What follows belongs to an exercise in optimizing a design on an open flow for small area; a production flow would make more cautious choices. In this exercise RTL edits were held to simulation tests only and were not proved equivalent to the original. Power figures rest on the tool's default switching activity, not on a simulated workload.

<file path="design/flow/run.sh">
#!/bin/bash
# synth_recipe.tcl (not shown) runs the flow's synth.tcl, then flattens the netlist and writes it again
# the make line also repeats each setting of config.mk as NAME=value (left out here)
make -C /OpenROAD-flow-scripts/flow DESIGN_CONFIG=/design/flow/config.mk WORK_HOME=/design/flow/orfs CLKGATE_MAP_FILE= SYNTH_SCRIPT=/design/flow/synth_recipe.tcl finish
</file>
<file path="design/flow/config.mk">
export PLATFORM = sky130hd
export DESIGN_NAME = cf2_blframer
export DESIGN_NICKNAME = cf2_blframer
export VERILOG_FILES = /design/flow/design.v
export SDC_FILE = /design/flow/constraint.sdc
export NUM_CORES = 4
export LEC_CHECK = 0
export CAP_MARGIN = 20
export CORE_MARGIN = 2
export CORE_UTILIZATION = 40
export PLACE_DENSITY = 0.6
export SLEW_MARGIN = 20
</file>
<file path="design/flow/constraint.sdc">
create_clock -name core_clock -period 8.0 [get_ports {clk}]
set_input_delay 1.6000 -clock core_clock [delete_from_list [all_inputs] [get_ports {clk}]]
set_output_delay 1.6000 -clock core_clock [all_outputs]
set_load 0.01 [all_outputs]
</file>
<file path="design/flow/design.v">
module cf2_blframer (
    input  wire        clk,
    input  wire        rst,           
    input  wire        boot_stay,
    input  wire [31:0] app_word,
    input  wire        rx_valid,
    input  wire [7:0]  rx_data,
    output wire        rx_ready,
    output reg         tx_valid,
    output reg  [7:0]  tx_data,
    input  wire        tx_ready,
    output wire        stg_we,
    output wire        stg_re,
    output wire [13:0] stg_addr,
    output wire [7:0]  stg_wdata,
    input  wire [7:0]  stg_rdata,
    output wire        fc_we,
    output reg  [1:0]  fc_reg,
    output wire [31:0] fc_addr,
    output reg  [31:0] fc_wdata,
    input  wire        fc_busy,
    output wire        diag_valid,
    output wire [1:0]  diag_code,
    output wire        idle,
    output wire        app_mode,
    output wire        fault
);
    localparam [7:0]  SYNC1 = 8'hBC;
    localparam [7:0]  SYNC2 = 8'hCF;
    localparam [31:0] FC_KEY1     = 32'h4567_0123;
    localparam [31:0] FC_KEY2     = 32'hCDEF_89AB;
    localparam [31:0] PROGRAM_CFG = 32'h0000_0201;
    localparam [4:0] S_BOOT = 5'd0, S_APP = 5'd1, S_FAULT = 5'd2,
                     S_SYNC1 = 5'd8, S_SYNC2 = 5'd9, S_TYPE = 5'd10, S_LEN = 5'd11,
                     S_PAY = 5'd12, S_CKLO = 5'd13, S_CKHI = 5'd14, S_CKBAD = 5'd15,
                     S_DWAIT = 5'd3, S_LOAD = 5'd4, S_SEND = 5'd5,
                     W_PAGE = 5'd16, W_EK2 = 5'd17, W_ECFG = 5'd18, W_PK1 = 5'd19,
                     W_PK2 = 5'd20, W_PCFG = 5'd21, W_WORD = 5'd22;
    reg [4:0] st;
    wire framing = (st[4:3] == 2'b01);
    wire flash   = st[4];
    reg [7:0] q [0:63];
    reg [5:0] wpos;       
    reg [5:0] hp1;        
    reg [6:0] cnt;        
    reg [7:0] d1, d2, d3;
    reg       v1, v2, v3;
    wire push = rx_valid && !cnt[6];
    assign rx_ready = !cnt[6];
    wire       wtap = (wpos[1:0] == 2'd0);
    wire       s3 = v3;
    wire       s2 = !v3 && v2;
    wire       s1 = !v3 && !v2 && v1;
    wire       s0 = !v3 && !v2 && !v1;
    wire       qwr = wtap && (v3 || v2 || v1 || push);
    wire [7:0] qwd = s3 ? d3 : s2 ? d2 : s1 ? d1 : rx_data;
    wire       ring_has = (wpos != hp1) || cnt[6];
    wire       at_rtap  = (hp1[4:0] == 5'd0);
    wire [7:0] c        = hp1[5] ? q[31] : q[63];
    wire       want     = framing;
    wire       pop      = want && ring_has && at_rtap;
    integer k;
    always @(posedge clk) begin
        for (k = 0; k < 64; k = k + 1)
            if (qwr && wpos == k[5:0])
                q[k] <= qwd;
            else
                q[k] <= q[(k + 63) % 64];
        d1 <= rx_data;
        d2 <= d1;
        d3 <= d2;
    end
    always @(posedge clk) begin
        if (rst) begin
            wpos <= 6'd1;
            hp1  <= 6'd1;
            cnt  <= 7'd0;
            v1   <= 1'b0;
            v2   <= 1'b0;
            v3   <= 1'b0;
        end else begin
            if (!qwr) wpos <= wpos + 6'd1;
            if (!pop) hp1  <= hp1 + 6'd1;
            cnt <= cnt + {6'd0, push} - {6'd0, pop};
            v1 <= push && !(qwr && s0);
            v2 <= v1 && !(qwr && s1);
            v3 <= v2 && !(qwr && s2);
        end
    end
    reg [7:0] p [0:31];
    reg [4:0] pj;
    reg       pw;
    reg [7:0] pwd;
    always @(posedge clk) begin
        p[0] <= pw ? pwd : p[31];
        for (k = 1; k < 32; k = k + 1)
            p[k] <= p[k - 1];
    end
    reg [7:0]  pkt_type;
    reg [5:0]  len;
    reg [7:0]  ck_a, ck_b;
    reg [13:0] addr;
    reg        rgi;        
    reg        bzok;       
    wire [5:0] idx = addr[5:0];
    wire [3:0] wf_i = addr[11:8];
    wire        admit = (len >= 6'd3) && (p[30] == 8'hFF);
    wire [7:0]  opcode = p[29];
    wire [5:0]  lb_cnt = len - 6'd7;
    wire        lb_ok = (len >= 6'd7) && ({p[27], p[28]} <= 16'd9) &&
                        ({1'b0, p[25], p[26]} + {11'd0, lb_cnt} <= 17'd1024);
    wire        dispatch = (st == S_DWAIT) && (pj == 5'd0);
    wire        fslot  = (pj == 5'd12);
    wire [15:0] wf_n   = {p[3], p[4]};
    wire [16:0] pg     = {1'b0, p[5], p[6]} + {13'd0, wf_i};
    wire        wf_end = (wf_n == {12'd0, wf_i});
    wire        wf_flt = (wf_i == 4'd10);
    wire        sect   = (pg[16:10] == 7'd0) && (pg[3:0] == 4'd0) &&
                         (pg[9:7] == 3'd0 ? (pg[6:4] <= 3'd4) : (pg[6:4] == 3'd0));
    wire [3:0]  sidx   = (pg[9:7] == 3'd0) ? {1'b0, pg[6:4]} : ({1'b0, pg[9:7]} + 4'd4);
    wire        go     = fslot && bzok && !fc_busy;
    assign fc_we = go && flash && ((st != W_PAGE) || (!wf_end && !wf_flt));
    assign fc_addr = {5'b00001, pg, addr[7:0], 2'b00};
    always @(*) begin
        case (st)
            W_ECFG:  begin fc_reg = 2'd1; fc_wdata = 32'h0001_0202 | {25'd0, sidx, 3'd0}; end
            W_PCFG:  begin fc_reg = 2'd1; fc_wdata = PROGRAM_CFG; end
            W_WORD:  begin fc_reg = 2'd2; fc_wdata = {stg_rdata, p[0], p[1], p[2]}; end
            W_EK2, W_PK2: begin fc_reg = 2'd0; fc_wdata = FC_KEY2; end
            default: begin fc_reg = 2'd0; fc_wdata = FC_KEY1; end
        endcase
    end
    assign stg_we    = (st == S_LOAD) && (pj >= 5'd7);
    assign stg_wdata = p[31];
    assign stg_re    = flash && (pj[4:2] == 3'd2);
    assign stg_addr  = flash ? {addr[11:0], pj[1:0]} : addr;
    wire d_ck = pop && ((st == S_CKHI && c != ck_b) || st == S_CKBAD);
    wire d_lb = dispatch && admit && opcode == 8'h14 && !lb_ok;
    wire d_st = (st == W_PAGE) && fslot && !wf_end && wf_flt;
    assign diag_valid = d_ck || d_lb || d_st;
    assign diag_code  = {d_lb || d_st, d_ck || d_st};
    assign idle     = framing && (cnt == 7'd0);
    assign app_mode = (st == S_APP);
    assign fault    = (st == S_FAULT);
    wire [5:0] rlen = rgi ? 6'd24 : 6'd5;
    wire       t_hdr = (idx[5:2] == 4'b1111);
    wire       t_pay = !t_hdr && (idx < rlen);
    wire       t_a   = (idx == rlen);
    reg  [7:0] t_pb;
    always @(*) begin
        t_pb = p[31];
        if (rgi) begin
            case (idx[4:0])
                5'd3:  t_pb = 8'h00;
                5'd4:  t_pb = 8'h04;
                5'd5:  t_pb = 8'h0A;
                5'd6:  t_pb = 8'h00;
                5'd7:  t_pb = 8'h00;
                5'd8:  t_pb = 8'h04;
                5'd9:  t_pb = 8'h10;
                5'd10: t_pb = 8'h00;
                5'd23: t_pb = 8'h10;
                default: ;
            endcase
        end else begin
            if (idx[4:0] == 5'd3) t_pb = 8'h01;
            if (idx[4:0] == 5'd4) t_pb = 8'h00;
        end
    end
    reg [7:0] t_byte;
    always @(*) begin
        if (t_hdr)
            case (idx[1:0])
                2'd0: t_byte = SYNC1;
                2'd1: t_byte = SYNC2;
                2'd2: t_byte = pkt_type;
                default: t_byte = {2'b00, rlen};
            endcase
        else if (t_pay) t_byte = t_pb;
        else if (t_a)   t_byte = ck_a;
        else            t_byte = ck_b;
    end
    wire t_ready = t_hdr || !t_pay || (pj == idx[4:0]);
    wire t_load  = (st == S_SEND) && !tx_valid && t_ready;
    wire t_done  = (st == S_SEND) && tx_valid && tx_ready && (idx == rlen + 6'd1);
    wire       ck_clr = (st == S_TYPE) || ((st == S_SEND) && (idx == 6'd62));
    wire       ck_acc = (pop && (st == S_TYPE || st == S_LEN || st == S_PAY)) ||
                        (t_load && (idx[5:1] == 5'b11111 || t_pay));
    wire [7:0] ck_x   = (st == S_SEND) ? t_byte : c;
    wire [7:0] ck_an  = (ck_clr ? 8'd0 : ck_a) + ck_x;
    wire [7:0] ck_bn  = (ck_clr ? 8'd0 : ck_b) + ck_an;
    wire zone = (st == S_PAY) || (st == S_CKLO) || (st == S_CKHI) ||
                (st == S_CKBAD) || (st == S_DWAIT);
    always @(*) begin
        pw  = 1'b0;
        pwd = 8'd0;
        if (zone && {1'b0, pj} >= len) pw = 1'b1;
        if (st == S_PAY && pop) begin
            pw  = 1'b1;
            pwd = c;
        end
        if (flash && (pj == 5'd9 || pj == 5'd10 || pj == 5'd11)) begin
            pw  = 1'b1;
            pwd = stg_rdata;
        end
    end
    always @(posedge clk) begin
        if (ck_acc) begin
            ck_a <= ck_an;
            ck_b <= ck_bn;
        end
        if (pop && st == S_TYPE) pkt_type <= c;
        if (pop && st == S_LEN)  len <= c[5:0];
        pj <= (pop && st == S_LEN) ? 5'd0 : pj + 5'd1;
        if (t_load) tx_data <= t_byte;
    end
    always @(posedge clk) begin
        if (rst) begin
            st       <= S_BOOT;
            tx_valid <= 1'b0;
            bzok     <= 1'b0;
            rgi      <= 1'b0;
            addr     <= 14'd0;
        end else begin
            if (fc_we && (st == W_WORD || st == W_ECFG))
                bzok <= 1'b0;
            else if (!fc_busy)
                bzok <= 1'b1;
            case (st)
            S_BOOT: st <= (!boot_stay && app_word != 32'hFFFF_FFFF) ? S_APP : S_SYNC1;
            S_SYNC1: if (pop && c == SYNC1) st <= S_SYNC2;
            S_SYNC2: if (pop) st <= (c == SYNC2) ? S_TYPE : S_SYNC1;
            S_TYPE:  if (pop) st <= S_LEN;
            S_LEN:   if (pop) st <= (c > 8'd32) ? S_SYNC1 : (c == 8'd0) ? S_CKLO : S_PAY;
            S_PAY:   if (pop && {1'b0, pj} == len - 6'd1) st <= S_CKLO;
            S_CKLO:  if (pop) st <= (c == ck_a) ? S_CKHI : S_CKBAD;
            S_CKHI:  if (pop) st <= (c == ck_b) ? S_DWAIT : S_SYNC1;
            S_CKBAD: if (pop) st <= S_SYNC1;
            S_DWAIT: if (pj == 5'd0) begin
                st <= S_SYNC1;
                if (admit) begin
                    case (opcode)
                    8'h10: begin st <= S_SEND; rgi <= 1'b1; addr <= 14'd60; end
                    8'h19: begin st <= S_SEND; rgi <= 1'b0; addr <= 14'd60; end
                    8'h14: if (lb_ok && lb_cnt != 6'd0) begin
                        st   <= S_LOAD;
                        addr <= {p[28][3:0], p[25][1:0], p[26]};
                    end
                    8'h18: begin st <= W_PAGE; addr <= 14'd0; end
                    default: ;
                    endcase
                end
            end
            S_LOAD: if (pj >= 5'd7) begin
                addr <= addr + 14'd1;
                if ({1'b0, pj} == len - 6'd1) st <= S_SYNC1;
            end
            W_PAGE: if (fslot) begin
                if (wf_end) begin
                    st <= S_SEND; rgi <= 1'b0; addr <= 14'd60;
                end else if (wf_flt)
                    st <= S_FAULT;
                else if (go)
                    st <= sect ? W_EK2 : W_PK2;
            end
            W_EK2:  if (go) st <= W_ECFG;
            W_ECFG: if (go) st <= W_PK1;
            W_PK1:  if (go) st <= W_PK2;
            W_PK2:  if (go) st <= W_PCFG;
            W_PCFG: if (go) st <= W_WORD;
            W_WORD: if (go) begin
                addr <= addr + 14'd1;
                if (addr[7:0] == 8'd255) st <= W_PAGE;
            end
            S_SEND: begin
                if (t_load)
                    tx_valid <= 1'b1;
                else if (tx_valid && tx_ready) begin
                    tx_valid <= 1'b0;
                    addr <= addr + 14'd1;
                    if (t_done) st <= S_SYNC1;
                end
            end
            default: ;  
            endcase
        end
    end
endmodule
</file>
==> results of run 1 <==
flip-flops by register name, indices dropped and copies added, names as in the netlist:
signal    flops
q           512
p           256
addr         14
ck_a          8
ck_b          8
d1            8
d2            8
d3            8
pkt_type      8
tx_data       8
cnt           7
hp1           6
len           6
wpos          6
pj            5
st            5
bzok          1
rgi           1
tx_valid      1
v1            1
v2            1
v3            1
cell usage after synthesis (5+ instances only):
library cell / number
sky130_fd_sc_hd__a211o_1: 7
sky130_fd_sc_hd__a211oi_1: 24
sky130_fd_sc_hd__a21o_1: 23
sky130_fd_sc_hd__a21oi_1: 463
sky130_fd_sc_hd__a221oi_1: 11
sky130_fd_sc_hd__a22oi_1: 11
sky130_fd_sc_hd__a31oi_1: 9
sky130_fd_sc_hd__a32oi_1: 5
sky130_fd_sc_hd__and2_1: 17
sky130_fd_sc_hd__and3_1: 31
sky130_fd_sc_hd__buf_1: 10
sky130_fd_sc_hd__buf_2: 41
sky130_fd_sc_hd__buf_4: 30
sky130_fd_sc_hd__clkbuf_1: 123
sky130_fd_sc_hd__dfxtp_1: 841
sky130_fd_sc_hd__edfxtp_1: 38
sky130_fd_sc_hd__fa_1: 5
sky130_fd_sc_hd__ha_1: 59
sky130_fd_sc_hd__inv_1: 63
sky130_fd_sc_hd__mux2_2: 14
sky130_fd_sc_hd__mux2i_1: 22
sky130_fd_sc_hd__nand2_1: 223
sky130_fd_sc_hd__nand2b_1: 20
sky130_fd_sc_hd__nand3_1: 36
sky130_fd_sc_hd__nand4_1: 19
sky130_fd_sc_hd__nor2_1: 557
sky130_fd_sc_hd__nor2_2: 11
sky130_fd_sc_hd__nor2b_1: 21
sky130_fd_sc_hd__nor3_1: 41
sky130_fd_sc_hd__nor3b_1: 6
sky130_fd_sc_hd__nor4_1: 23
sky130_fd_sc_hd__o211ai_1: 5
sky130_fd_sc_hd__o21ai_0: 175
sky130_fd_sc_hd__o21ai_1: 5
sky130_fd_sc_hd__o21bai_1: 7
sky130_fd_sc_hd__or3_1: 11
sky130_fd_sc_hd__xnor2_1: 64
sky130_fd_sc_hd__xor2_1: 37
metrics by stage:
stage               cells  total power [mW]  setup slack [ns]  cell area (µm²)
floorplan            3200              7.34              3.39            30400
global placement     4151              8.02              2.91            32500
detailed placement   4151              8.02              2.78            32500
CTS                  4315              12.3              2.26            35600
global route         4315              12.9              2.00            35600
finish               4315              12.2              2.24            35600
cell usage in the layout (no fill, tap or decap), drive strengths merged, types with 24 or more instances in the layout:
master | Yosys | layout
dfxtp | 841 | 841
nor2 | 568 | 568
a21oi | 464 | 464
nand2 | 223 | 223
o21ai | 180 | 180
clkdlybuf4s50 | 0 | 152
clkbuf | 123 | 122
inv | 64 | 69
xnor2 | 64 | 64
ha | 59 | 59
nor3 | 42 | 42
edfxtp | 38 | 38
xor2 | 37 | 37
nand3 | 36 | 36
and3 | 31 | 31
buf | 84 | 28
clkinv | 1 | 27
a211oi | 25 | 25
mux2i | 25 | 25
nor4 | 24 | 24
a21o | 24 | 24
layer usage:
layer	up-vias	wire (µm)	GRT usage [%]	share of wire (%)
met4	0	2120	6.32	2.9
met3	129	3360	2.88	4.5
met2	484	34100	30.8	46
met1	10100	34400	25.4	47
li1	10900	-	-	-
met5	-	0	0	0
worst max-delay path, cell delays in order, from the launching register on:
cell and delay, ns:
sky130_fd_sc_hd__edfxtp_1 0.42, sky130_fd_sc_hd__inv_1 0.09, sky130_fd_sc_hd__ha_1 0.34, sky130_fd_sc_hd__inv_1 0.07, sky130_fd_sc_hd__fa_1 0.42, sky130_fd_sc_hd__nand2b_1 0.17
sky130_fd_sc_hd__o2bb2ai_1 0.20, sky130_fd_sc_hd__a2111oi_0 0.43, sky130_fd_sc_hd__o21ai_0 0.19, sky130_fd_sc_hd__o211a_1 0.16, sky130_fd_sc_hd__o21ai_0 0.34, sky130_fd_sc_hd__nand2b_1 0.16
sky130_fd_sc_hd__clkdlybuf4s50_1 0.54
power groups by stage:
| stage | Combinational (mW) | Sequential (mW) | Clock, mW |
|---|---|---|---|
| after floorplan | 1.64 | 5.70 | 0 |
| after global placement | 2.13 | 5.89 | 0 |
| after detailed placement | 2.14 | 5.88 | 0 |
| after CTS | 2.17 | 5.81 | 4.37 |
| after global routing | 2.45 | 5.90 | 4.56 |
| final | 2.16 | 5.81 | 4.27 |
layout make-up:
class	count	area, µm²	area share (%)
flip-flops and latches	879	18000	50.5
inverters	65	244	0.685
well taps	978	1220	3.43
repair buffers	180	1730	4.85
multi-input cells	2049	11400	31.9
clock buffers	122	2550	7.17
clock inverters	42	527	1.48
kinds of logic (layout without fill, tap and decap cells):
logic type                 Yosys count  in the layout  share of synthesized area, %
DFF                                879            879                          59.1
buffers and inverters              272            409                          3.97
adders and majority gates           64             64                          2.76
muxes                               39             39                          1.38
and+or+nand+nor                   1041           1041                          15.0
other                                2              7                        0.0247
xor gates and xnor gates           101            101                          2.91
AOI/OAI and AO/OA                  797            797                          14.8
how the worst min path moves through the flow:
stage               depth (start not counted)  slack, ns  endpoint
floorplan                                   0       0.31  p[10][0]
CTS                                         0       0.32   p[9][4]
global placement                            0       0.31  p[19][1]
detailed placement                          0       0.31  p[12][6]
finish                                      0       0.32  p[24][2]
global route                                0       0.33  p[19][1]
==> flow_metrics.env, run 1 <==
export IMPL_p_int_mw=8.79
export IMPL_place_gp_congestion=0.960
export IMPL_pwr_share_clk_pct=34.9
export IMPL_number_of_synthesized_flops_with_an_enable_pin=38
export IMPL_clkSinkCount=879
export IMPL_final_hold_worst_slack_ns=0.321
export IMPL_timing_hold_worst_start="p[23][2]"
export IMPL_cts_tree="yes"
export IMPL_num_fill_cells=7196
export IMPL_drcViolationCount=0
export IMPL_nNetsFinal=3382
export IMPL_die_area_um2=78200
export IMPL_core_area_um2=75600
export IMPL_route_antenna_remaining_nets=0
export IMPL_floorplan_initialDensity_pct=40.2
export IMPL_yosys_area_top_type_share_pct=55.4
export IMPL_drt_wl_cell_um=17.1
export IMPL_cts_buffers=89
export IMPL_clock_latency_on_the_worst_skew_pair_ns=0.64
export IMPL_average_via_count_per_standard_cell=5.01
export IMPL_timing_max_cap_violations=0
export IMPL_clockBufferDepth=3
export IMPL_finish_utilization_pct=47.1
export IMPL_synth_cell_area_um2=30400
export IMPL_ff2ff_setup_slack_ns=2.73
export IMPL_die_x_um=280
export IMPL_drt_pass1_iter_count=5
export IMPL_peakVddDrop_uv=167
export IMPL_grt_start_max_net_pins=65
export IMPL_synthesis_instances=3195
export IMPL_worst_slew_pin_transition_ns=1.10
export IMPL_pwr_density_cell_nw_per_um2=344
export IMPL_setup_tns_final_ns=0
export IMPL_die_height_um=280
export IMPL_final_max_slew_violation_count=0
export IMPL_timing_critical_path_from="len[0]"
export IMPL_max_freq_mhz=174
export IMPL_worst_r2r_endpoint="ck_b[7]"
export IMPL_power_sequential_fraction_pct=47.4
export IMPL_slew_headroom_pct=26.4
export IMPL_worst_ep_required_time_ns=6.40
export IMPL_reg2regPathDepth=21
export IMPL_critPathLaunchType="flip-flop"
export IMPL_area_growth_synth_to_final_pct=17.2
export IMPL_report_final_hold_viol_count=0
export IMPL_grt_pass1_vias=20700
export IMPL_end_kind="output pin"
export IMPL_timing_final_crit_share_pct=72.0
export IMPL_track_usage_pct=18.8
export IMPL_largest_cells_by_area_after_synthesis="sky130_fd_sc_hd__dfxtp_1, sky130_fd_sc_hd__a21oi_1, sky130_fd_sc_hd__nor2_1"
export IMPL_clock_tree_htree_level_count=3
export IMPL_port_buffer_count=153
export IMPL_avgSynthCellArea_um2=9.52
export IMPL_yosysWarnings=3
export IMPL_io_pins=161
export IMPL_final_setup_skew_ns=0.0265
export IMPL_crit_type="flip-flop to output pin"
export IMPL_antenna_cells=0
export IMPL_yosysTopAreaCell="sky130_fd_sc_hd__dfxtp_1"
export IMPL_net_switching_fraction_of_the_power_pct=28.2
export IMPL_synth_async_sr_flop_share_pct=0
export IMPL_period_minus_slack_ns=5.76
export IMPL_synth_seq_cells=879
export IMPL_timing_hold_worst_class="flip-flop to flip-flop"
export IMPL_switching_component_of_the_power_mw=3.46
export IMPL_global_route_wire_length_before_repair_mm=118
export IMPL_layout_cells_sized_above_1_pct=7.07
export IMPL_post_synth_num_cell_types=87
export IMPL_clock_tree_root_cell="sky130_fd_sc_hd__clkbuf_16"
export IMPL_hpwl_mm=48.7
export IMPL_synth_flop_cell="sky130_fd_sc_hd__dfxtp_1"
export IMPL_crit_path_max_fanout=5
export IMPL_setup_viol=0
export IMPL_rsz0062_at_grt="false"
export IMPL_clk_pin_slew_worst_paths_ns=0.06
export IMPL_buffers_inserted_by_post_cts_timing_repair=0
export IMPL_postRouteWirelength_mm=74.0
export IMPL_first_iter_violations=1461
export IMPL_floorplan_rows=101
export IMPL_postCtsResizedCells=0
export IMPL_run_status="finished clean"
export IMPL_global_route_overflow_total=0
export IMPL_crit_path_end="diag_valid"
export IMPL_crit_arrival_ns=4.16
export IMPL_leakage_nw=13.9
export IMPL_cts_hold_buffers_added=0
export IMPL_reg2reg_from="rgi"
export IMPL_synth_seq_area_share_pct=59.1
export IMPL_antenna_found_initial=2
export IMPL_logic_gate_share_of_total_power_pct=17.6
export IMPL_vias=21600
==> run 2: changes to the inputs <==
--- a/design/flow/design.v
+++ b/design/flow/design.v
@@ -63,5 +63,5 @@
     always @(posedge clk) begin
         for (k = 0; k < 64; k = k + 1)
-            if (qwr && wpos == k[5:0])
+            if (k % 4 == 0 && qwr && wpos[5:2] == k[5:2])
                 q[k] <= qwd;
             else
==> flow_metrics.env, run 2 <==
export IMPL_rsz0062_at_grt="false"
export IMPL_floorplan_initialDensity_pct=40.2
export IMPL_clk_pin_slew_worst_paths_ns=0.06
export IMPL_pwr_density_cell_nw_per_um2=350
export IMPL_timing_max_cap_violations=0
export IMPL_vias=16700
export IMPL_peakVddDrop_uv=201
export IMPL_drt_wl_cell_um=19.4
export IMPL_largest_register="q"
export IMPL_worst_r2r_endpoint="ck_b[7]"
export IMPL_synth_flop_cell="sky130_fd_sc_hd__dfxtp_1"
export IMPL_logic_gate_share_of_total_power_pct=14.5
export IMPL_reg_largest_list="q x512, p x256, addr x14"
export IMPL_synth_async_sr_flop_share_pct=0
export IMPL_synth_xor_xnor_area_share_pct=3.20
export IMPL_leakage_nw=12.4
export IMPL_p_int_mw=8.05
export IMPL_reg2regPathDepth=21
export IMPL_synth_mux_area_share_pct=1.57
export IMPL_largest_family_of_logic_cells_by_synthesized_area="simple AND/OR/NAND/NOR gates"
export IMPL_hpwl_mm=45.5
export IMPL_track_usage_pct=19.1
export IMPL_finish_utilization_pct=48.3
export IMPL_slowest_stage="sky130_fd_sc_hd__clkdlybuf4s50_1"
export IMPL_final_max_slew_violation_count=0
export IMPL_nNetsFinal=2534
export IMPL_mostFrequentLayoutCell="sky130_fd_sc_hd__dfxtp_1"
export IMPL_post_synth_num_cell_types=86
export IMPL_synthesis_instances=2252
export IMPL_crit_path_max_fanout=9
export IMPL_post_synth_top_count_cell="sky130_fd_sc_hd__dfxtp_1"
export IMPL_postCtsResizedCells=0
export IMPL_core_area_um2=65400
export IMPL_timing_hold_worst_start="q[18][7]"
export IMPL_clock_latency_on_the_worst_skew_pair_ns=0.65
export IMPL_period_minus_slack_ns=6.17
export IMPL_synth_seq_cells=879
export IMPL_drt_pass1_iter_count=5
export IMPL_number_of_synthesized_flops_with_an_enable_pin=38
export IMPL_slew_headroom_pct=25.3
export IMPL_power_sequential_fraction_pct=48.5
export IMPL_setup_tns_final_ns=0
export IMPL_final_hold_worst_slack_ns=0.312
export IMPL_run_status="finished clean"
export IMPL_max_freq_mhz=162
export IMPL_clock_tree_root_cell="sky130_fd_sc_hd__clkbuf_16"
export IMPL_first_iter_violations=1293
export IMPL_average_via_count_per_standard_cell=5.00
export IMPL_port_buffer_count=153
export IMPL_grt_start_max_net_pins=41
export IMPL_cts_hold_buffers_added=0
export IMPL_io_pins=161
export IMPL_clkSinkCount=879
export IMPL_avgSynthCellArea_um2=11.7
export IMPL_antenna_cells=0
export IMPL_number_of_logic_stages_on_the_critical_path_including_buffering=11
export IMPL_cts_buffers=85
export IMPL_buffers_inserted_by_post_cts_timing_repair=0
export IMPL_clockBufferDepth=3
export IMPL_layout_cells_sized_above_1_pct=9.07
export IMPL_synth_cell_area_um2=26300
export IMPL_crit_arrival_ns=4.57
export IMPL_switching_component_of_the_power_mw=2.99
export IMPL_worst_slew_pin_transition_ns=1.12
export IMPL_synth_common_cells="sky130_fd_sc_hd__dfxtp_1, sky130_fd_sc_hd__nor2_1, sky130_fd_sc_hd__a21oi_1, sky130_fd_sc_hd__nand2_1, sky130_fd_sc_hd__o21ai_0"
export IMPL_timing_critical_path_from="addr[8]"
export IMPL_final_setup_skew_ns=0.0487
export IMPL_largest_cells_by_area_after_synthesis="sky130_fd_sc_hd__dfxtp_1, sky130_fd_sc_hd__edfxtp_1, sky130_fd_sc_hd__a21oi_1"
export IMPL_die_area_um2=67800
export IMPL_postRouteWirelength_mm=65.0
export IMPL_layout_common_cells="sky130_fd_sc_hd__dfxtp_1, sky130_fd_sc_hd__nor2_1, sky130_fd_sc_hd__a21oi_1, sky130_fd_sc_hd__clkdlybuf4s50_1, sky130_fd_sc_hd__nand2_1"
export IMPL_stdcell_area_um2=31600
export IMPL_global_route_overflow_total=0
export IMPL_report_final_hold_viol_count=0
export IMPL_drcViolationCount=0
export IMPL_place_gp_congestion=0.909
export IMPL_grt_pass1_vias=16600
export IMPL_crit_path_max_incr_delay_ns=0.67
export IMPL_critical_path_top_delay_family="compound AO/OA/AOI/OAI gates"
export IMPL_path_buf_inv=2
export IMPL_route_antenna_remaining_nets=0
export IMPL_reg2reg_from="addr[1]"
export IMPL_timing_final_crit_share_pct=77.1
export IMPL_path_cells="ha_1 -> inv_1 -> fa_1 -> nand2b_1 -> a21oi_1 -> nand2_1 -> xnor2_1 -> o21bai_1 -> a221oi_1 -> o21ai_0 -> clkdlybuf4s50_1"
export IMPL_complex_gate_fraction_of_the_synthesized_area_pct=9.99
export IMPL_yosysTopAreaCell="sky130_fd_sc_hd__dfxtp_1"
export IMPL_post_synth_simple_gate_area_pct=10.7
export IMPL_pre_cts_ws_ns=2.59
export IMPL_timing_hold_worst_class="flip-flop to flip-flop"
export IMPL_antenna_found_initial=6
export IMPL_yosys_area_top_type_share_pct=64.0
export IMPL_post_dp_cell_area_um2=28600
export IMPL_post_route_worst_setup_slack_ns=1.83
export IMPL_die_x_um=260
export IMPL_clock_tree_htree_level_count=3
export IMPL_floorplan_rows=94
export IMPL_crit_path_end="fc_wdata[5]"
export IMPL_synthesized_area_fraction_occupied_by_adder_cells_pct=3.09
export IMPL_largest_reg_flops=512
export IMPL_ff2ff_setup_slack_ns=2.67
export IMPL_synth_seq_area_share_pct=68.3
export IMPL_area_growth_synth_to_final_pct=20.1
export IMPL_worst_ep_required_time_ns=6.40
export IMPL_crit_type="flip-flop to output pin"
export IMPL_cts_tree="yes"
export IMPL_setup_viol=0
export IMPL_global_route_wire_length_before_repair_mm=98.6
export IMPL_critPathLaunchType="flip-flop"
export IMPL_net_switching_fraction_of_the_power_pct=27.1
export IMPL_end_kind="output pin"
export IMPL_die_height_um=260
export IMPL_yosysWarnings=3
export IMPL_pwr_share_clk_pct=37.0
-- run 2: power by group through the flow --
stage          sequential [mW]  clock [mW]  combinational, mW
3_3_place_gp              5.44           0               1.58
4_1_cts                   5.36        4.18               1.60
5_1_grt                   5.42        4.37               1.75
3_5_place_dp              5.45           0               1.59
6_report                  5.36        4.09               1.60
2_1_floorplan             5.22           0               1.14
-- run 2: routing by layer --
metal  wire length (µm)  share of wire (%)  GRT usage [%]  vias up
met4               1650                2.5           6.06        6
met5                 71               0.11              0        -
li1                   -                  -              -     8021
met3               4210                6.5           4.13      124
met2              29800                 46           30.9      515
met1              29200                 45           25.6     8067
-- run 2: how the worst min path moves through the flow --
stage	end	cells past startpoint
2_1_floorplan	p[10][0]	0
3_3_place_gp	p[15][1]	0
3_5_place_dp	q[9][1]	0
4_1_cts	q[19][7]	0
5_1_grt	q[19][7]	0
6_report	q[19][7]	0
-- run 2: final cells by class --
cell class | count | area (µm²)
Fill cell | 5934 | 33800
Multi-Input combinational cell | 1206 | 7610
Tap cell | 864 | 1080
Clock inverter | 43 | 629
Inverter | 64 | 240
Timing Repair Buffer | 182 | 1740
Clock buffer | 107 | 2300
Sequential cell | 879 | 18000
-- run 2: kinds of logic after synthesis --
| logic type | after synthesis |
|---|---|
| AO/OA/AOI/OAI | 422 |
| other | 2 |
| XOR/XNOR | 96 |
| adder cells (fa/ha/maj) | 62 |
| flip-flops | 879 |
| buffers and inverters | 172 |
| AND/OR/NAND/NOR | 580 |
| multiplexers | 39 |
-- run 2: worst register-to-register path: stages (launching register included) --
cell	delay [ns]
sky130_fd_sc_hd__dfxtp_1	0.72
sky130_fd_sc_hd__inv_1	0.26
sky130_fd_sc_hd__ha_1	0.32
sky130_fd_sc_hd__nor2b_1	0.19
sky130_fd_sc_hd__o21ai_0	0.20
sky130_fd_sc_hd__a21oi_1	0.09
sky130_fd_sc_hd__o21ai_1	0.50
sky130_fd_sc_hd__a31oi_1	0.17
sky130_fd_sc_hd__a21oi_1	0.23
sky130_fd_sc_hd__nor2_1	0.07
sky130_fd_sc_hd__a21oi_1	0.16
sky130_fd_sc_hd__ha_1	0.21
sky130_fd_sc_hd__fa_1	0.47
sky130_fd_sc_hd__ha_1	0.31
sky130_fd_sc_hd__a21o_1	0.17
sky130_fd_sc_hd__a21oi_1	0.23
sky130_fd_sc_hd__o21ai_0	0.16
sky130_fd_sc_hd__o21ai_0	0.17
sky130_fd_sc_hd__nand2b_1	0.07
sky130_fd_sc_hd__a21oi_1	0.17
sky130_fd_sc_hd__xnor2_1	0.15
sky130_fd_sc_hd__xnor2_1	0.08
-- run 2: stage by stage --
step / power, mW / std cells
after floorplan: 6.36 / 2257
after global placement: 7.01 / 3195
after detailed placement: 7.03 / 3195
after CTS: 11.1 / 3345
after global routing: 11.5 / 3345
final: 11.0 / 3345
==> run 3: changes to the inputs <==
--- a/design/flow/config.mk
+++ b/design/flow/config.mk
@@ -9,4 +9,6 @@
 export CORE_MARGIN = 2
 export CORE_UTILIZATION = 40
+export CTS_CLUSTER_DIAMETER = 100
+export CTS_CLUSTER_SIZE = 30
 export PLACE_DENSITY = 0.6
 export SLEW_MARGIN = 20
==> flow_metrics.env, run 3 <==
export IMPL_floorplan_initialDensity_pct=40.2
export IMPL_setup_tns_final_ns=0
export IMPL_final_setup_skew_ns=0.0327
export IMPL_die_area_um2=67800
export IMPL_worst_ep_required_time_ns=6.40
export IMPL_post_synth_num_cell_types=86
export IMPL_postCtsResizedCells=0
export IMPL_drt_pass1_iter_count=5
export IMPL_layout_cells_sized_above_1_pct=5.63
export IMPL_first_iter_violations=1265
export IMPL_die_height_um=260
export IMPL_slew_headroom_pct=26.1
export IMPL_multi_input_comb_area_um2=7610
export IMPL_drcViolationCount=0
export IMPL_timing_hold_worst_class="flip-flop to flip-flop"
export IMPL_route_antenna_remaining_nets=0
export IMPL_place_gp_congestion=0.909
export IMPL_average_via_count_per_standard_cell=5.05
export IMPL_worst_slew_pin_transition_ns=1.10
export IMPL_ff2ff_setup_slack_ns=2.66
export IMPL_post_synth_top_count_cell="sky130_fd_sc_hd__dfxtp_1"
export IMPL_largest_reg_flops=512
export IMPL_post_dp_cell_area_um2=28600
export IMPL_rsz0062_at_grt="false"
export IMPL_leakage_nw=11.5
export IMPL_global_route_wire_length_before_repair_mm=96.3
export IMPL_synthesis_instances=2252
export IMPL_largest_cells_by_area_after_synthesis="sky130_fd_sc_hd__dfxtp_1, sky130_fd_sc_hd__edfxtp_1, sky130_fd_sc_hd__a21oi_1"
export IMPL_clkSinkCount=879
export IMPL_timing_max_cap_violations=0
export IMPL_number_of_synthesized_flops_with_an_enable_pin=38
export IMPL_synth_cell_area_um2=26300
export IMPL_clk_pin_slew_worst_paths_ns=0.12
export IMPL_report_final_hold_viol_count=0
export IMPL_synth_seq_cells=879
export IMPL_synth_common_cells="sky130_fd_sc_hd__dfxtp_1, sky130_fd_sc_hd__nor2_1, sky130_fd_sc_hd__a21oi_1, sky130_fd_sc_hd__nand2_1, sky130_fd_sc_hd__o21ai_0"
export IMPL_critPathLaunchType="flip-flop"
export IMPL_die_x_um=260
export IMPL_yosysTopAreaCell="sky130_fd_sc_hd__dfxtp_1"
export IMPL_track_usage_pct=18.6
export IMPL_grt_pass1_vias=16000
export IMPL_layout_common_cells="sky130_fd_sc_hd__dfxtp_1, sky130_fd_sc_hd__nor2_1, sky130_fd_sc_hd__a21oi_1, sky130_fd_sc_hd__clkdlybuf4s50_1, sky130_fd_sc_hd__nand2_1"
export IMPL_synth_flop_cell="sky130_fd_sc_hd__dfxtp_1"
export IMPL_clock_tree_htree_level_count=2
export IMPL_floorplan_rows=94
export IMPL_clock_tree_root_cell="sky130_fd_sc_hd__clkbuf_16"
export IMPL_vias=16400
export IMPL_clock_latency_on_the_worst_skew_pair_ns=0.61
export IMPL_yosysWarnings=3
export IMPL_pwr_density_cell_nw_per_um2=309
export IMPL_final_max_slew_violation_count=0
export IMPL_reg_largest_list="q x512, p x256, addr x14"
export IMPL_cts_tree="yes"
export IMPL_end_kind="output pin"
export IMPL_sequential_cell_area_um2=18000
export IMPL_cts_hold_buffers_added=0
export IMPL_finish_cell_count_without_fillers=3244
export IMPL_buffers_inserted_by_post_cts_timing_repair=0
export IMPL_crit_path_max_fanout=9
export IMPL_setup_viol=0
export IMPL_nNetsFinal=2486
export IMPL_grt_start_max_net_pins=41
export IMPL_stdcell_area_um2=29700
export IMPL_io_pins=161
export IMPL_period_minus_slack_ns=6.11
export IMPL_largest_register="q"
export IMPL_core_area_um2=65400
export IMPL_avgSynthCellArea_um2=11.7
export IMPL_antenna_found_initial=6
export IMPL_total_power_mw=9.18
export IMPL_area_growth_synth_to_final_pct=13.1
export IMPL_drt_wl_cell_um=19.6
export IMPL_run_status="finished clean"
export IMPL_crit_type="flip-flop to output pin"
export IMPL_peakVddDrop_uv=252
export IMPL_global_route_overflow_total=0
export IMPL_mostFrequentLayoutCell="sky130_fd_sc_hd__dfxtp_1"
export IMPL_cts_buffers=37
export IMPL_placedCellCount=3195
export IMPL_yosys_area_top_type_share_pct=64.0
export IMPL_timing_final_crit_share_pct=76.4
export IMPL_synth_seq_area_share_pct=68.3
export IMPL_crit_arrival_ns=4.51
export IMPL_max_freq_mhz=164
export IMPL_synth_async_sr_flop_share_pct=0
export IMPL_clockBufferDepth=3
export IMPL_postRouteWirelength_mm=63.7
export IMPL_hpwl_mm=45.5
export IMPL_port_buffer_count=153
export IMPL_num_fill_cells=6083
-- run 3: final timing paths --
path	startpoint	to	cells past startpoint
max	addr[8]	fc_wdata[5]	11
min	q[33][4]	q[34][4]	0
max reg2reg	addr[1]	ck_b[7]	21
min reg2reg	q[33][4]	q[34][4]	0
-- run 3: critical path: stages (launching register included) --
cell	delay, ns
sky130_fd_sc_hd__dfxtp_1	0.62
sky130_fd_sc_hd__ha_1	0.26
sky130_fd_sc_hd__inv_1	0.06
sky130_fd_sc_hd__fa_1	0.40
sky130_fd_sc_hd__nand2b_1	0.18
sky130_fd_sc_hd__a21oi_1	0.44
sky130_fd_sc_hd__nand2_1	0.13
sky130_fd_sc_hd__xnor2_1	0.30
sky130_fd_sc_hd__o21bai_1	0.20
sky130_fd_sc_hd__a221oi_1	0.12
sky130_fd_sc_hd__o21ai_0	0.54
sky130_fd_sc_hd__clkdlybuf4s50_1	0.67
-- run 3: kinds of logic after synthesis --
kind of cell	Yosys count	synth area share (%)
AOI/OAI and AO/OA	422	9.99
muxes	39	1.57
adders and majority gates	62	3.09
DFF	879	68.3
buffers and inverters	172	3.05
other	2	0.0286
and+or+nand+nor	580	10.7
xor gates and xnor gates	96	3.20
-- run 3: layout make-up --
class,instances,area share (%)
clock buffer,40,3.22
timing repair buffer,182,5.86
clock inverter,7,0.446
antenna,2,0.0168
multi-input combinational,1206,25.6
sequential,879,60.4
inverter,64,0.808
tap,864,3.63
-- run 3: where the power goes --
part           switching [mW]  internal [mW]  total (mW)  leakage (nW)
clock network            1.33          0.902        2.24         0.528
registers               0.370           4.98        5.35          7.15
logic                   0.919          0.676        1.59          3.82
total                    2.62           6.56        9.18          11.5
-- run 3: per-layer routing --
layer / vias up / track usage, % / part of all wire [%]
li1: 7869 / - / -
met1: 7924 / 25.7 / 45
met2: 463 / 30.3 / 46
met3: 107 / 2.71 / 6.0
met4: 6 / 5.54 / 2.5
met5: - / 0 / 0.11
-- run 3: through the flow --
stage	util, %	setup WS [ns]	hold slack (ns)
5_1_grt	45.5	1.67	0.322
4_1_cts	45.5	1.95	0.320
3_3_place_gp	43.8	2.71	0.310
3_5_place_dp	43.8	2.59	0.312
2_1_floorplan	-	2.85	0.310
6_report	45.5	1.89	0.319
==> run 4: changes to the inputs <==
--- a/design/flow/design.v
+++ b/design/flow/design.v
@@ -36,5 +36,5 @@
                      S_DWAIT = 5'd3, S_LOAD = 5'd4, S_SEND = 5'd5,
                      W_PAGE = 5'd16, W_EK2 = 5'd17, W_ECFG = 5'd18, W_PK1 = 5'd19,
-                     W_PK2 = 5'd20, W_PCFG = 5'd21, W_WORD = 5'd22;
+                     W_PK2 = 5'd20, W_PCFG = 5'd21, W_WORD = 5'd22, W_INC = 5'd23;
     reg [4:0] st;
     wire framing = (st[4:3] == 2'b01);
@@ -103,15 +103,20 @@
     reg        rgi;        
     reg        bzok;       
+    reg        pcy;        
+    reg        pc16;       
+    wire       w_inc = (st == W_INC) && (pj == 5'd5 || pj == 5'd6);
+    wire [8:0] p_inc = {1'b0, p[31]} + {8'd0, (pj == 5'd5) ? 1'b1 : pcy};
     wire [5:0] idx = addr[5:0];
     wire [3:0] wf_i = addr[11:8];
     wire        admit = (len >= 6'd3) && (p[30] == 8'hFF);
     wire [7:0]  opcode = p[29];
-    wire [5:0]  lb_cnt = len - 6'd7;
-    wire        lb_ok = (len >= 6'd7) && ({p[27], p[28]} <= 16'd9) &&
-                        ({1'b0, p[25], p[26]} + {11'd0, lb_cnt} <= 17'd1024);
+    wire [11:0] lb_sum = {1'b0, p[25][2:0], p[26]} + {6'd0, len};
+    wire        lb_ok = (len >= 6'd7) && (p[27] == 8'd0) && (p[28] <= 8'd9) &&
+                        (p[25][7:3] == 5'd0) && !lb_sum[11] &&
+                        (!lb_sum[10] || lb_sum[9:3] == 7'd0);
     wire        dispatch = (st == S_DWAIT) && (pj == 5'd0);
     wire        fslot  = (pj == 5'd12);
     wire [15:0] wf_n   = {p[3], p[4]};
-    wire [16:0] pg     = {1'b0, p[5], p[6]} + {13'd0, wf_i};
+    wire [16:0] pg     = {pc16, p[5], p[6]};
     wire        wf_end = (wf_n == {12'd0, wf_i});
     wire        wf_flt = (wf_i == 4'd10);
@@ -120,5 +125,5 @@
     wire [3:0]  sidx   = (pg[9:7] == 3'd0) ? {1'b0, pg[6:4]} : ({1'b0, pg[9:7]} + 4'd4);
     wire        go     = fslot && bzok && !fc_busy;
-    assign fc_we = go && flash && ((st != W_PAGE) || (!wf_end && !wf_flt));
+    assign fc_we = go && flash && (st != W_INC) && ((st != W_PAGE) || (!wf_end && !wf_flt));
     assign fc_addr = {5'b00001, pg, addr[7:0], 2'b00};
     always @(*) begin
@@ -204,4 +209,8 @@
             pwd = stg_rdata;
         end
+        if (w_inc) begin
+            pw  = 1'b1;
+            pwd = p_inc[7:0];
+        end
     end
     always @(posedge clk) begin
@@ -214,4 +223,5 @@
         pj <= (pop && st == S_LEN) ? 5'd0 : pj + 5'd1;
         if (t_load) tx_data <= t_byte;
+        if (w_inc) pcy <= p_inc[8];
     end
     always @(posedge clk) begin
@@ -222,4 +232,5 @@
             rgi      <= 1'b0;
             addr     <= 14'd0;
+            pc16     <= 1'b0;
         end else begin
             if (fc_we && (st == W_WORD || st == W_ECFG))
@@ -243,9 +254,9 @@
                     8'h10: begin st <= S_SEND; rgi <= 1'b1; addr <= 14'd60; end
                     8'h19: begin st <= S_SEND; rgi <= 1'b0; addr <= 14'd60; end
-                    8'h14: if (lb_ok && lb_cnt != 6'd0) begin
+                    8'h14: if (lb_ok && len != 6'd7) begin
                         st   <= S_LOAD;
                         addr <= {p[28][3:0], p[25][1:0], p[26]};
                     end
-                    8'h18: begin st <= W_PAGE; addr <= 14'd0; end
+                    8'h18: begin st <= W_PAGE; addr <= 14'd0; pc16 <= 1'b0; end
                     default: ;
                     endcase
@@ -271,5 +282,9 @@
             W_WORD: if (go) begin
                 addr <= addr + 14'd1;
-                if (addr[7:0] == 8'd255) st <= W_PAGE;
+                if (addr[7:0] == 8'd255) st <= W_INC;
+            end
+            W_INC: if (pj == 5'd6) begin
+                st <= W_PAGE;
+                if (p_inc[8]) pc16 <= 1'b1;
             end
             S_SEND: begin
--- a/design/flow/config.mk
+++ b/design/flow/config.mk
@@ -9,5 +9,5 @@
 export CORE_MARGIN = 2
 export CORE_UTILIZATION = 40
-export CTS_CLUSTER_DIAMETER = 100
+export CTS_CLUSTER_DIAMETER = 60
 export CTS_CLUSTER_SIZE = 30
 export PLACE_DENSITY = 0.6
==> flow_metrics.env, run 4 <==
export IMPL_run_status="finished clean"
export IMPL_cts_hold_buffers_added=0
export IMPL_place_gp_congestion=0.912
export IMPL_peakVddDrop_uv=208
export IMPL_final_setup_skew_ns=0.0447
export IMPL_multi_input_comb_area_um2=7350
export IMPL_synth_async_sr_flop_share_pct=0
export IMPL_die_height_um=260
export IMPL_global_route_overflow_total=0
export IMPL_floorplan_initialDensity_pct=40.5
export IMPL_antenna_found_initial=2
export IMPL_crit_type="flip-flop to output pin"
export IMPL_stdcell_area_um2=30100
export IMPL_die_area_um2=67500
export IMPL_rsz0062_at_grt="false"
export IMPL_first_iter_violations=1156
export IMPL_crit_arrival_ns=4.46
export IMPL_synth_seq_cells=881
export IMPL_reg_largest_list="q x512, p x256, addr x14"
export IMPL_pwr_density_cell_nw_per_um2=304
export IMPL_clock_tree_htree_level_count=2
export IMPL_layout_cells_sized_above_1_pct=6.77
export IMPL_port_buffer_count=153
export IMPL_synth_flop_cell="sky130_fd_sc_hd__dfxtp_1"
export IMPL_timing_max_cap_violations=0
export IMPL_report_final_hold_viol_count=0
export IMPL_post_synth_num_cell_types=99
export IMPL_synthesis_instances=2204
export IMPL_grt_start_max_net_pins=46
export IMPL_largest_register="q"
export IMPL_synth_common_cells="sky130_fd_sc_hd__dfxtp_1, sky130_fd_sc_hd__nor2_1, sky130_fd_sc_hd__a21oi_1, sky130_fd_sc_hd__nand2_1, sky130_fd_sc_hd__o21ai_0"
export IMPL_worst_slew_pin_transition_ns=1.04
export IMPL_floorplan_rows=93
export IMPL_num_fill_cells=5885
export IMPL_final_max_slew_violation_count=0
export IMPL_layout_common_cells="sky130_fd_sc_hd__dfxtp_1, sky130_fd_sc_hd__nor2_1, sky130_fd_sc_hd__a21oi_1, sky130_fd_sc_hd__clkdlybuf4s50_1, sky130_fd_sc_hd__nand2_1"
export IMPL_hpwl_mm=44.1
export IMPL_io_pins=161
export IMPL_buffers_inserted_by_post_cts_timing_repair=0
export IMPL_synth_seq_area_share_pct=68.9
export IMPL_avgSynthCellArea_um2=11.9
export IMPL_sequential_cell_area_um2=18000
export IMPL_average_via_count_per_standard_cell=4.95
export IMPL_largest_cells_by_area_after_synthesis="sky130_fd_sc_hd__dfxtp_1, sky130_fd_sc_hd__edfxtp_1, sky130_fd_sc_hd__a21oi_1"
export IMPL_die_x_um=260
export IMPL_setup_viol=0
export IMPL_leakage_nw=11.6
export IMPL_yosysTopAreaCell="sky130_fd_sc_hd__dfxtp_1"
export IMPL_timing_final_crit_share_pct=75.8
export IMPL_mostFrequentLayoutCell="sky130_fd_sc_hd__dfxtp_1"
export IMPL_drt_pass1_iter_count=7
export IMPL_postRouteWirelength_mm=62.1
export IMPL_cts_tree="yes"
export IMPL_vias=15900
export IMPL_max_freq_mhz=165
export IMPL_cts_buffers=47
export IMPL_clock_tree_root_cell="sky130_fd_sc_hd__clkbuf_16"
export IMPL_route_antenna_remaining_nets=0
export IMPL_critPathLaunchType="flip-flop"
export IMPL_clock_latency_on_the_worst_skew_pair_ns=0.63
export IMPL_yosysWarnings=3
export IMPL_synth_cell_area_um2=26200
export IMPL_grt_pass1_vias=15800
export IMPL_ff2ff_setup_slack_ns=2.40
export IMPL_largest_reg_flops=512
export IMPL_worst_ep_required_time_ns=6.40
export IMPL_nNetsFinal=2442
export IMPL_drcViolationCount=0
export IMPL_crit_path_max_fanout=21
export IMPL_post_dp_cell_area_um2=28400
export IMPL_clkSinkCount=881
export IMPL_clockBufferDepth=3
export IMPL_slew_headroom_pct=30.7
export IMPL_postCtsResizedCells=0
export IMPL_setup_tns_final_ns=0
export IMPL_post_synth_top_count_cell="sky130_fd_sc_hd__dfxtp_1"
export IMPL_period_minus_slack_ns=6.06
export IMPL_track_usage_pct=18.3
export IMPL_global_route_wire_length_before_repair_mm=94.2
export IMPL_area_growth_synth_to_final_pct=14.9
export IMPL_antenna_cells=0
export IMPL_end_kind="output pin"
export IMPL_core_area_um2=64600
export IMPL_drt_wl_cell_um=19.3
export IMPL_yosys_area_top_type_share_pct=64.4
export IMPL_number_of_synthesized_flops_with_an_enable_pin=39
export IMPL_timing_hold_worst_class="flip-flop to flip-flop"
export IMPL_clk_pin_slew_worst_paths_ns=0.10
run 4: stage by stage:
step	setup WS (ns)	total power, mW	cells	util (%)	hold WS (ns)
2_1_floorplan	3.33	6.05	2209	-	0.310
4_1_cts	2.00	9.23	3217	46.5	0.311
3_5_place_dp	2.43	6.49	3137	44.0	0.312
3_3_place_gp	2.50	6.46	3137	44.0	0.310
6_report	1.94	9.14	3217	46.6	0.313
5_1_grt	1.78	9.57	3217	46.6	0.312
run 4: path summary, 6_finish.rpt:
| check | startpoint | end | cells past startpoint |
|---|---|---|---|
| worst max-delay path | st[1] | fc_wdata[24] | 6 |
| worst min register to register | p[10][7] | p[11][7] | 0 |
| worst max register to register | rgi | ck_b[7] | 19 |
| worst min-delay path | p[10][7] | p[11][7] | 0 |
run 4: critical path, cell delays in order, from the launching register on:
cell and delay (ns):
sky130_fd_sc_hd__dfxtp_1 0.84, sky130_fd_sc_hd__nand2b_1 0.42, sky130_fd_sc_hd__nor2_1 0.14, sky130_fd_sc_hd__o21ai_0 0.60, sky130_fd_sc_hd__clkinv_1 0.68, sky130_fd_sc_hd__nor2_1 0.53, sky130_fd_sc_hd__clkdlybuf4s50_1 0.64
run 4: power by group:
part,switching [mW],total (mW),internal (mW)
clock network,1.52,2.75,1.23
registers,0.275,5.24,4.96
logic,0.672,1.16,0.487
total,2.47,9.14,6.68
run 4: layout make-up:
class | instances | share of cell area (%)
clock inverters | 30 | 1.44
inverters | 65 | 0.811
multi-input cells | 1153 | 24.4
clock buffers | 50 | 3.98
repair buffers | 183 | 5.83
well taps | 855 | 3.56
flip-flops and latches | 881 | 60.0
run 4: cell families (layout without fill, tap and decap cells):
family                     count (synthesis)  in the layout  share of synthesized area [%]
and+or+nand+nor                          561            561                           10.8
DFF                                      881            881                           68.9
adders and majority gates                 57             57                           2.81
AOI/OAI and AO/OA                        407            407                           10.0
other                                      2              7                         0.0287
buffers and inverters                    175            328                           3.17
muxes                                     40             40                           1.60
xor gates and xnor gates                  81             81                           2.71
run 4: per-layer routing:
metal	track usage, %	wire length [µm]	vias to the layer above
li1	-	-	7755
met1	24.7	28200	7675
met2	29.7	28600	401
met3	3.17	3620	92
met4	5.76	1720	0
met5	0	0	-
==> run 5: changes to the inputs <==
--- a/design/flow/config.mk
+++ b/design/flow/config.mk
@@ -9,5 +9,5 @@
 export CORE_MARGIN = 2
 export CORE_UTILIZATION = 40
-export CTS_CLUSTER_DIAMETER = 60
+export CTS_CLUSTER_DIAMETER = 100
 export CTS_CLUSTER_SIZE = 30
 export PLACE_DENSITY = 0.6
==> flow_metrics.env, run 5 <==
export IMPL_run_status="finished clean"
export IMPL_clkSinkCount=881
export IMPL_clockBufferDepth=3
export IMPL_slew_headroom_pct=31.0
export IMPL_buffers_inserted_by_post_cts_timing_repair=0
export IMPL_crit_path_max_fanout=21
export IMPL_core_area_um2=64600
export IMPL_drt_wl_cell_um=19.4
export IMPL_yosys_area_top_type_share_pct=64.4
export IMPL_antenna_cells=0
export IMPL_synth_xor_xnor_area_share_pct=2.71
export IMPL_crit_arrival_ns=4.59
export IMPL_clock_tree_htree_level_count=2
export IMPL_final_setup_skew_ns=0.0278
export IMPL_port_buffer_count=153
export IMPL_timing_final_crit_share_pct=77.3
export IMPL_leakage_nw=11.4
export IMPL_route_antenna_remaining_nets=0
export IMPL_post_route_worst_setup_slack_ns=1.81
export IMPL_largest_register="q"
export IMPL_floorplan_initialDensity_pct=40.5
export IMPL_clock_latency_on_the_worst_skew_pair_ns=0.60
export IMPL_post_synth_simple_gate_area_pct=10.8
export IMPL_ff2ff_setup_slack_ns=2.38
export IMPL_io_pins=161
export IMPL_cts_hold_buffers_added=0
export IMPL_critPathLaunchType="flip-flop"
export IMPL_reg2regPathDepth=19
export IMPL_worst_r2r_endpoint="ck_b[7]"
export IMPL_synthesis_instances=2204
export IMPL_die_area_um2=67500
export IMPL_post_synth_num_cell_types=99
export IMPL_reg2reg_from="rgi"
export IMPL_global_route_wire_length_before_repair_mm=93.4
export IMPL_place_gp_congestion=0.912
export IMPL_layout_cells_sized_above_1_pct=5.45
export IMPL_post_synth_top_count_cell="sky130_fd_sc_hd__dfxtp_1"
export IMPL_synth_common_cells="sky130_fd_sc_hd__dfxtp_1, sky130_fd_sc_hd__nor2_1, sky130_fd_sc_hd__a21oi_1, sky130_fd_sc_hd__nand2_1, sky130_fd_sc_hd__o21ai_0"
export IMPL_synth_flop_cell="sky130_fd_sc_hd__dfxtp_1"
export IMPL_final_max_slew_violation_count=0
export IMPL_worst_ep_required_time_ns=6.40
export IMPL_average_via_count_per_standard_cell=4.99
export IMPL_max_freq_mhz=162
export IMPL_die_x_um=260
export IMPL_period_minus_slack_ns=6.19
export IMPL_avgSynthCellArea_um2=11.9
export IMPL_drcViolationCount=0
export IMPL_peakVddDrop_uv=208
export IMPL_synth_mux_area_share_pct=1.60
export IMPL_cts_buffers=37
export IMPL_number_of_synthesized_flops_with_an_enable_pin=39
export IMPL_crit_type="flip-flop to output pin"
export IMPL_reg_largest_list="q x512, p x256, addr x14"
export IMPL_timing_critical_path_from="st[1]"
export IMPL_area_growth_synth_to_final_pct=12.8
export IMPL_complex_gate_fraction_of_the_synthesized_area_pct=10.0
export IMPL_setup_viol=0
export IMPL_worst_slew_pin_transition_ns=1.03
export IMPL_nNetsFinal=2432
export IMPL_grt_start_max_net_pins=46
export IMPL_synth_cell_area_um2=26200
export IMPL_pre_cts_ws_ns=2.43
export IMPL_crit_path_end="fc_wdata[24]"
export IMPL_rsz0062_at_grt="false"
export IMPL_first_iter_violations=1070
export IMPL_yosysWarnings=3
export IMPL_end_kind="output pin"
export IMPL_timing_max_cap_violations=0
export IMPL_layout_common_cells="sky130_fd_sc_hd__dfxtp_1, sky130_fd_sc_hd__nor2_1, sky130_fd_sc_hd__a21oi_1, sky130_fd_sc_hd__clkdlybuf4s50_1, sky130_fd_sc_hd__nand2_1"
export IMPL_mostFrequentLayoutCell="sky130_fd_sc_hd__dfxtp_1"
export IMPL_synth_seq_cells=881
export IMPL_global_route_overflow_total=0
export IMPL_pwr_density_cell_nw_per_um2=292
export IMPL_largest_family_of_logic_cells_by_synthesized_area="simple AND/OR/NAND/NOR gates"
export IMPL_floorplan_rows=93
export IMPL_clock_tree_root_cell="sky130_fd_sc_hd__clkbuf_16"
export IMPL_vias=15900
export IMPL_synth_seq_area_share_pct=68.9
export IMPL_synthesized_area_fraction_occupied_by_adder_cells_pct=2.81
export IMPL_setup_tns_final_ns=0
export IMPL_grt_pass1_vias=15600
export IMPL_postRouteWirelength_mm=61.9
export IMPL_synth_async_sr_flop_share_pct=0
export IMPL_postCtsResizedCells=0
export IMPL_largest_reg_flops=512
export IMPL_timing_hold_worst_class="flip-flop to flip-flop"
export IMPL_report_final_hold_viol_count=0
export IMPL_antenna_found_initial=2
export IMPL_hpwl_mm=44.1
export IMPL_clk_pin_slew_worst_paths_ns=0.11
export IMPL_yosysTopAreaCell="sky130_fd_sc_hd__dfxtp_1"
export IMPL_track_usage_pct=18.1
export IMPL_largest_cells_by_area_after_synthesis="sky130_fd_sc_hd__dfxtp_1, sky130_fd_sc_hd__edfxtp_1, sky130_fd_sc_hd__a21oi_1"
export IMPL_die_height_um=260
export IMPL_drt_pass1_iter_count=5
export IMPL_cts_tree="yes"
## run 5: cell counts after synthesis
No cell type changed its count.
## run 5: worst max-delay path, stage by stage, from the launching register on
cell	delay (ns)
sky130_fd_sc_hd__dfxtp_1	0.84
sky130_fd_sc_hd__nand2b_1	0.43
sky130_fd_sc_hd__nor2_1	0.14
sky130_fd_sc_hd__o21ai_0	0.73
sky130_fd_sc_hd__clkinv_1	0.70
sky130_fd_sc_hd__nor2_1	0.52
sky130_fd_sc_hd__clkdlybuf4s50_1	0.64
## run 5: report_power, final
group          leakage, nW  internal, mW  total [mW]  switching [mW]
Clock                0.529         0.934        2.23            1.30
Sequential            7.23          4.96        5.24           0.274
Combinational         3.60         0.487        1.16           0.671
## run 5: worst min-delay path by stage
stage              from        to  slack (ns)  cells past startpoint
3_3_place_gp   q[54][5]  q[55][5]        0.31                      0
3_5_place_dp   q[42][5]  q[43][5]        0.31                      0
4_1_cts        q[33][7]  q[34][7]        0.33                      0
5_1_grt        p[22][6]  p[23][6]        0.33                      0
2_1_floorplan   p[9][0]  p[10][0]        0.31                      0
6_report       q[25][5]  q[26][5]        0.33                      0
## run 5: metrics by stage
step	total power, mW	cell area, µm²	hold WS (ns)	std cells	util (%)
final	8.63	29500	0.327	3184	45.7
after global routing	9.04	29500	0.334	3184	45.7
after CTS	8.71	29500	0.328	3184	45.7
after detailed placement	6.49	28400	0.312	3137	44.0
after global placement	6.46	28400	0.310	3137	44.0
after floorplan	6.05	26200	0.310	2209	-
## run 5: cells by family after synthesis
group / after synthesis
XOR/XNOR: 81
adder cells (fa/ha/maj): 57
buffers and inverters: 175
AND/OR/NAND/NOR: 561
AO/OA/AOI/OAI: 407
flip-flops: 881
multiplexers: 40
other: 2
## run 5: area by class of cell
cell class                      count  area (µm²)
Fill cell                        5923       35100
Sequential cell                   881       18000
Multi-Input combinational cell   1153        7350
Timing Repair Buffer              183        1750
Tap cell                          855        1070
Clock buffer                       41         983
Inverter                           65         244
Clock inverter                      6         103
## run 5: per-layer routing
metal / up-vias / track usage, % / share of wire, %
met5: - / 0 / 0
met4: 0 / 5.57 / 2.9
met3: 100 / 3.15 / 5.8
met2: 401 / 29.4 / 46
met1: 7664 / 24.6 / 46
li1: 7709 / - / -
==> run 6: changes to the inputs <==
==> design/flow/flow/run.sh (new file) <==
#!/bin/bash
set -euo pipefail
bash standard.sh finish "BUFFER_PORTS_ARGS=-buffer_cell sky130_fd_sc_hd__buf_1" > standard_flow.log 2>&1
==> design/flow/standard.sh (new file) <==
#!/bin/bash
# synth_recipe.tcl (not shown) runs the flow's synth.tcl, then flattens the netlist and writes it again
# the make line also repeats each setting of config.mk as NAME=value (left out here)
make -C /OpenROAD-flow-scripts/flow DESIGN_CONFIG=/design/flow/config.mk WORK_HOME=/design/flow/orfs CLKGATE_MAP_FILE= SYNTH_SCRIPT=/design/flow/synth_recipe.tcl "${@:-finish}"
removed: design/flow/run.sh
==> flow_metrics.env, run 6 <==
export IMPL_period_minus_slack_ns=5.59
export IMPL_layout_cells_sized_above_1_pct=5.55
export IMPL_peakVddDrop_uv=201
export IMPL_yosysTopAreaCell="sky130_fd_sc_hd__dfxtp_1"
export IMPL_worst_ep_required_time_ns=8.36
export IMPL_mostFrequentLayoutCell="sky130_fd_sc_hd__dfxtp_1"
export IMPL_synth_flop_cell="sky130_fd_sc_hd__dfxtp_1"
export IMPL_crit_type="flip-flop to flip-flop"
export IMPL_drcViolationCount=0
export IMPL_yosys_area_top_type_share_pct=64.4
export IMPL_post_dp_cell_area_um2=27500
export IMPL_track_usage_pct=18.1
export IMPL_clockBufferDepth=3
export IMPL_synth_cell_area_um2=26200
export IMPL_crit_path_max_fanout=15
export IMPL_io_pins=161
export IMPL_switching_component_of_the_power_mw=2.25
export IMPL_clock_tree_htree_level_count=2
export IMPL_port_buffer_count=153
export IMPL_crit_arrival_ns=5.95
export IMPL_slew_headroom_pct=25.2
export IMPL_pwr_share_clk_pct=25.7
export IMPL_post_synth_num_cell_types=99
export IMPL_antenna_found_initial=4
export IMPL_met3_length_mm=3.44
export IMPL_antenna_cells=0
export IMPL_p_int_mw=6.30
export IMPL_yosysWarnings=3
export IMPL_die_x_um=260
export IMPL_layout_common_cells="sky130_fd_sc_hd__dfxtp_1, sky130_fd_sc_hd__nor2_1, sky130_fd_sc_hd__a21oi_1, sky130_fd_sc_hd__buf_1, sky130_fd_sc_hd__nand2_1"
export IMPL_die_height_um=260
export IMPL_cts_hold_buffers_added=0
export IMPL_end_kind="flip-flop"
export IMPL_cts_buffers=36
export IMPL_setup_tns_final_ns=0
export IMPL_route_antenna_remaining_nets=0
export IMPL_pwr_density_cell_nw_per_um2=299
export IMPL_postRouteWirelength_mm=61.7
export IMPL_placedCellCount=3133
export IMPL_floorplan_rows=93
export IMPL_place_gp_congestion=0.929
export IMPL_stdcell_area_um2=28600
export IMPL_vias=16000
export IMPL_num_fill_cells=6033
export IMPL_critPathLaunchType="flip-flop"
export IMPL_synth_common_cells="sky130_fd_sc_hd__dfxtp_1, sky130_fd_sc_hd__nor2_1, sky130_fd_sc_hd__a21oi_1, sky130_fd_sc_hd__nand2_1, sky130_fd_sc_hd__o21ai_0"
export IMPL_post_synth_top_count_cell="sky130_fd_sc_hd__dfxtp_1"
export IMPL_number_of_synthesized_flops_with_an_enable_pin=39
export IMPL_floorplan_initialDensity_pct=40.5
export IMPL_largest_register="q"
export IMPL_cts_tree="yes"
export IMPL_report_final_hold_viol_count=0
export IMPL_logic_gate_share_of_total_power_pct=12.9
export IMPL_finish_cell_count_without_fillers=3181
export IMPL_synth_seq_area_share_pct=68.9
export IMPL_clkSinkCount=881
export IMPL_area_growth_synth_to_final_pct=9.12
export IMPL_synth_seq_cells=881
export IMPL_max_freq_mhz=179
export IMPL_global_route_overflow_total=0
export IMPL_clock_tree_root_cell="sky130_fd_sc_hd__clkbuf_16"
export IMPL_largest_cells_by_area_after_synthesis="sky130_fd_sc_hd__dfxtp_1, sky130_fd_sc_hd__edfxtp_1, sky130_fd_sc_hd__a21oi_1"
export IMPL_clock_latency_on_the_worst_skew_pair_ns=0.60
export IMPL_reg_largest_list="q x512, p x256, addr x14"
export IMPL_final_max_slew_violation_count=0
export IMPL_run_status="finished clean"
export IMPL_timing_hold_worst_class="flip-flop to flip-flop"
export IMPL_global_route_wire_length_before_repair_mm=93.1
export IMPL_postCtsResizedCells=0
export IMPL_rsz0062_at_grt="false"
export IMPL_wirelength_met1_mm=28.2
export IMPL_grt_pass1_vias=15600
export IMPL_total_power_mw=8.55
export IMPL_synth_async_sr_flop_share_pct=0
export IMPL_drt_pass1_iter_count=5
export IMPL_avgSynthCellArea_um2=11.9
export IMPL_average_via_count_per_standard_cell=5.02
export IMPL_drt_wl_cell_um=19.4
export IMPL_setup_viol=0
export IMPL_buffers_inserted_by_post_cts_timing_repair=0
export IMPL_final_setup_skew_ns=0.0257
export IMPL_top_layer_used="met5"
export IMPL_synthesis_instances=2204
export IMPL_timing_max_cap_violations=0
export IMPL_net_switching_fraction_of_the_power_pct=26.3
export IMPL_die_area_um2=67500
export IMPL_leakage_nw=11.0
export IMPL_clk_pin_slew_worst_paths_ns=0.12
export IMPL_crit_path_max_incr_delay_ns=0.69
export IMPL_timing_final_crit_share_pct=69.9
export IMPL_first_iter_violations=1269
export IMPL_power_sequential_fraction_pct=61.4
export IMPL_wl_met2_mm=28.2
export IMPL_worst_slew_pin_transition_ns=1.12
export IMPL_path_cells="inv_1 -> ha_1 -> a21oi_1 -> nor2b_1 -> nor4_2 -> o221ai_1 -> a31o_2 -> mux2_2 -> ha_1 -> fa_1 -> a21o_1 -> a21oi_1 -> o21bai_1 -> a21oi_1 -> xnor2_1 -> ha_1 -> o41ai_1 -> xnor2_1 -> xnor2_1"
export IMPL_core_area_um2=64600
export IMPL_hpwl_mm=44.0
export IMPL_largest_reg_flops=512
export IMPL_nNetsFinal=2429
export IMPL_grt_start_max_net_pins=46
export IMPL_slowest_stage="sky130_fd_sc_hd__nor4_2"
==> run 6: cells by family after synthesis <==
kind of cell / Yosys count / synth area share [%]
xor+xnor: 81 / 2.71
fa+ha+maj: 57 / 2.81
simple gates: 561 / 10.8
compound gates: 407 / 10.0
flops: 881 / 68.9
mux: 40 / 1.60
buf+inv: 175 / 3.17
other cells: 2 / 0.0287
==> run 6: area by class of cell <==
cell class | count | area [µm²] | area share, %
Clock buffer | 39 | 933 | 3.27
Tap cell | 855 | 1070 | 3.75
Timing Repair Buffer | 181 | 786 | 2.75
Inverter | 65 | 244 | 0.854
Clock inverter | 7 | 129 | 0.451
Multi-Input combinational cell | 1153 | 7370 | 25.8
Sequential cell | 881 | 18000 | 63.1
==> run 6: worst paths after layout <==
path | from | endpoint | slack, ns | cells after the start
setup / recovery | rgi | ck_b[7] | 2.41 | 19
hold / removal | q[38][7] | q[39][7] | 0.33 | 0
setup reg to reg | rgi | ck_b[7] | 2.41 | 19
hold reg to reg | q[38][7] | q[39][7] | 0.33 | 0
==> run 6: per-stage QoR <==
step / hold slack [ns] / utilization (%) / setup WS, ns
final: 0.330 / 44.2 / 2.41
after global routing: 0.328 / 44.2 / 1.94
after CTS: 0.328 / 44.2 / 2.43
after global placement: 0.310 / 42.5 / 2.55
after detailed placement: 0.312 / 42.5 / 2.45
after floorplan: 0.310 / - / 3.33
==> run 6: routing by layer <==
metal / GRT usage [%] / up-vias
met2: 29.1 / 415
met3: 2.92 / 75
met5: 0 / -
met4: 5.92 / 2
met1: 24.7 / 7775
li1: - / 7716
==> run 6: worst max-delay path, delay by kind of cell, from the launching register on <==
family,cells,cell delay [ns]
DFF,1,0.67
xor gates and xnor gates,3,0.37
buffers and inverters,1,0.21
and+or+nand+nor,2,0.77
AOI/OAI and AO/OA,8,1.83
adders and majority gates,4,1.23
muxes,1,0.27
==> run 6: power by group through the flow <==
stage	clock network, mW	logic (mW)	registers (mW)
finish	2.20	1.10	5.25
global route	2.42	1.22	5.31
CTS	2.27	1.10	5.25
detailed placement	0	1.09	5.35
global placement	0	1.08	5.34
floorplan	0	0.874	5.18

Check on run 6: ideal ports give 2.412 ns setup slack; a clkbuf_16 on the clock port and buf_2 on the inputs give 2.412 ns; moving port delays by the midpoint clock arrival (0.641 ns) as well gives 2.412 ns.
